What follows belongs to an exercise in optimizing a design on an open flow for small area, a short achievable clock period and few clock cycles; a production flow would make more cautious choices.
Only simulation tests tie the RTL to the original design; equivalence was not proved.
Power figures rest on the tool's default switching activity, not on a simulated workload.

== before ==
==> flow/design.v (excerpt) <==
module lamb_lfo (
    input  wire        clk,
    input  wire        rst,           
    input  wire        cmd_valid,
    input  wire [7:0]  cmd,
    output reg         cmd_ready,
    input  wire [1:0]  sw_raw,
    input  wire [31:0] now_ms,
    input  wire        clk_active,
    input  wire [31:0] clk_period,
    input  wire [9:0]  knob_freq,
    input  wire [9:0]  knob_duty,
    output reg  [11:0] sample_q,
    output reg         sample_wr,
    output wire        range_ind,
    output reg         range_evt
);
    localparam [27:0] S_RES         = 28'd268369920;   
    localparam [28:0] S_RES2        = 29'd536739840;   
    localparam [11:0] OUT_RES       = 12'd4095;
    localparam [9:0]  ADC_MAX       = 10'd1023;
    localparam [24:0] LOW_SLOWEST   = 25'd20000000;
    localparam [24:0] HIGH_FASTEST  = 25'd250;
    localparam [31:0] CROSSOVER     = 32'd90000;
    localparam [31:0] MIN_CLK_PER   = 32'd1000;
    localparam [9:0]  DUTY_MIN      = 10'd102;
    localparam [9:0]  DUTY_MAX      = 10'd920;
    localparam [9:0]  RESET_DUTY    = 10'd511;
    localparam [9:0]  EDGE_DEADZONE = 10'd4;
    localparam [31:0] DEBOUNCE_MS   = 32'd50;
    localparam [27:0] RESET_INC     = 28'd268;         
    function [9:0] snap;
        input [9:0] k;
        begin
            if (k <= EDGE_DEADZONE)                snap = 10'd0;
            else if (k >= ADC_MAX - EDGE_DEADZONE) snap = ADC_MAX;
            else                                   snap = k;
        end
    endfunction
    reg        iv;
    reg [7:0]  ic;
    reg [1:0]  isw;
    reg [31:0] inow;
    reg        iext;              
    reg        icgt, iclt;        
    reg [31:0] icp;
    reg [9:0]  ikf, ikd;          
    always @(posedge clk) begin
        iv   <= cmd_valid && cmd_ready && !rst;
        ic   <= cmd;
        isw  <= sw_raw;
        inow <= now_ms;
        iext <= clk_active && (clk_period > MIN_CLK_PER);
        icgt <= clk_period > CROSSOVER;
        iclt <= clk_period < CROSSOVER;
        icp  <= clk_period;
        ikf  <= snap(knob_freq);
        ikd  <= snap(knob_duty);
    end
  ...
Size in the first run: about 6700 cells after synthesis, ~680 flip-flops, about 110 I/O pins.
Settings: LEC_CHECK=0, CAP_MARGIN=20, CORE_MARGIN=2, CORE_UTILIZATION=55, PLACE_DENSITY=0.65, SLEW_MARGIN=20, SYNTH_MEMORY_MAX_BITS=65536; clock period 12.0 ns.
standard.sh (not shown) runs the stock make flow with config.mk's settings and CLKGATE_MAP_FILE= SYNTH_SCRIPT=/design/flow/synth_recipe.tcl, a recipe that flattens the netlist after the stock synthesis.
==> flow/flow/run.sh <==
#!/bin/bash
# Layout flow: the standard ORFS layout (standard.sh, standard synthesis unchanged), with
# repair_timing asked to keep 8 ns of setup slack at the design's 12 ns clock, so that the
# resizer also works on paths that already meet 12 ns. Constraints and clock are the design's.
# The make output goes to standard.log; ORFS keeps each step's full log under orfs/logs/.
set -euo pipefail
bash standard.sh SETUP_SLACK_MARGIN=8 finish > standard.log 2>&1
before completed every stage of the flow, and the final layout passed the timing, DRC and antenna checks.
Testbench counts of before, summed over its fixed seeds: cycles 154,460.
Setup changes, before to after
diff --git a/flow/design.v b/flow/design.v
--- a/flow/design.v
+++ b/flow/design.v
@@ -520,25 +520,28 @@
             4'd6: r0_lim = 14'd7160;
             4'd7: r0_lim = 14'd8183;
             4'd8: r0_lim = 14'd9206;
             default: r0_lim = 14'd10229;
         endcase
     end
-    wire        n_corr = ovf_r ? (p_r < dA_rem[13:10]) : (dA_rem[13:0] > r0_lim);
+    reg  [13:0] r0_lim_r;         
+    reg  [3:0]  p_r_r;
+    wire        n_corr = ovf_r ? (p_r_r < dA_rem[13:10]) : (dA_rem[13:0] > r0_lim_r);
     wire [21:0] n1_v;
     lfo_add #(.W(22)) u_n1 (.a(dB_dvd[21:0]), .b(~dA_dvd[21:0]), .cin(!corr_r), .s(n1_v), .cout());
+    wire [22:0] p3;
+    lfo_add #(.W(23)) u_p3 (.a({1'b0, dB_dvd[20:0], 1'b0}), .b({2'b0, dB_dvd[20:0]}), .cin(1'b0), .s(p3), .cout());
     wire [22:0] t3_a = dB_dvs3;
     wire [22:0] t3_b = ~{2'b0, dA_dvd[20:0]};
     wire [22:0] t3_c = ~{1'b0, dA_dvd[20:0], 1'b0};
-    wire [22:0] t3_d = corr_r ? 23'h7fffff : 23'd2;        
     wire [22:0] t3_s1 = t3_a ^ t3_b ^ t3_c;
-    wire [22:0] t3_c1 = {(t3_a[21:0] & t3_b[21:0]) | (t3_a[21:0] & t3_c[21:0]) | (t3_b[21:0] & t3_c[21:0]), 1'b0};
-    wire [22:0] t3_s2 = t3_s1 ^ t3_c1 ^ t3_d;
-    wire [22:0] t3_c2 = {(t3_s1[21:0] & t3_c1[21:0]) | (t3_s1[21:0] & t3_d[21:0]) | (t3_c1[21:0] & t3_d[21:0]), 1'b0};
-    wire [22:0] n1x3;
-    lfo_add #(.W(23)) u_n13 (.a(t3_s2), .b(t3_c2), .cin(1'b0), .s(n1x3), .cout());
+    wire [22:0] t3_c1 = {(t3_a[21:0] & t3_b[21:0]) | (t3_a[21:0] & t3_c[21:0]) | (t3_b[21:0] & t3_c[21:0]), 1'b1};
+    wire [22:0] p3n;                                        
+    lfo_add #(.W(23)) u_p3n (.a(t3_s1), .b(t3_c1), .cin(1'b1), .s(p3n), .cout());
+    wire [22:0] n1x3;                                       
+    lfo_add #(.W(23)) u_n13 (.a(dB_dvs3), .b(corr_r ? 23'h7ffffd : 23'd0), .cin(1'b0), .s(n1x3), .cout());
     function [4:0] bitlen22;
         input [21:0] v;
         integer j;
         begin
             bitlen22 = 5'd0;
             for (j = 0; j < 22; j = j + 1)
@@ -572,15 +575,19 @@
                 dA_load    = (mcnt == 4'd1);
                 dA_rem_in  = {8'd0, prod6[24:12]};
                 dA_dvd_in  = {prod6[11:0], 16'd0};
                 dA_dvs_in  = 21'd10240;
                 dA_dvs3_in = 23'd30720;
             end
+            S_NDIV: begin                    
+                dB_load3   = (cntB == 4'd0);
+                dB_dvs3_in = p3;
+            end
             S_N1A: begin                     
                 dB_load3   = 1'b1;
-                dB_dvs3_in = {1'b0, dB_dvd[20:0], 1'b0} + {2'b0, dB_dvd[20:0]};
+                dB_dvs3_in = p3n;
             end
             S_SLOAD: begin
                 dA_load    = 1'b1;
                 dB_load    = 1'b1;
                 dA_rem_in  = s_sh[48:28];
                 dB_rem_in  = s_sh[48:28];
@@ -781,13 +788,17 @@
                 S_AMUL: begin
                     if (mcnt == 4'd1) begin
                         cntA <= 4'd11;
                         st   <= S_NDIV;
                     end
                 end
-                S_NDIV: if (cntA <= 4'd1 && cntB <= 4'd1) st <= S_N1A;
+                S_NDIV: begin
+                    r0_lim_r <= r0_lim;
+                    p_r_r    <= p_r;
+                    if (cntA <= 4'd1 && cntB == 4'd0) st <= S_N1A;
+                end
                 S_N1A: begin
                     corr_r <= n_corr;
                     sk_r   <= {skv[4:1], 1'b0};
                     st     <= S_SLOAD;
                 end
                 S_SLOAD: begin
### Flow results
- In the tables for after and before, internal power component reads lower with after.
- Diff before -> after: top achievable clock speed +11%; global-route usage saw a decrease; total power of the final layout moved down; number of filler cells placed in the layout level; share of post-route cells with drive strength above 1 now sits lower.
- after ended with less worst endpoint data arrival time than before.
- NOTE: cell area after placement in after exceeds that of before
- For share of the yosys chip area belonging to registers, after and before come out practically identical.
Testbench counts of after, summed over its fixed seeds: cycles 154,460.

## afterwards: timing with drivers on the ports
In the flow no input, the clock included, has a driving cell. The finished layouts below were timed again as built, in two steps.
Step 1 assumes that a clkbuf_16 drives the clock port and a buf_2 every other input.
Step 2, shift: input delay + t, output delay - t, t = (earliest + latest rising clock arrival at the registers) / 2. This alone moves slack from input paths to output paths.
a / b / c = ideal ports / drivers / drivers and shift; a / b = the first two.
| run | t, ns | setup WS [ns] | worst hold slack (ns) | clock arrival spread, ns |
|---|---|---|---|---|
| before | 0.751 | 7.538 / 7.538 / 7.449 | 0.453 / 0.453 / 0.453 | 0.050 / 0.050 |
| after | 0.748 | 7.962 / 7.962 / 7.371 | 0.452 / 0.452 / 0.452 | 0.060 / 0.060 |
After both steps every run listed still meets setup and hold. For after, which loses most, drivers alone change the setup slack by 0.000 ns; drivers and shift together by -0.591 ns.
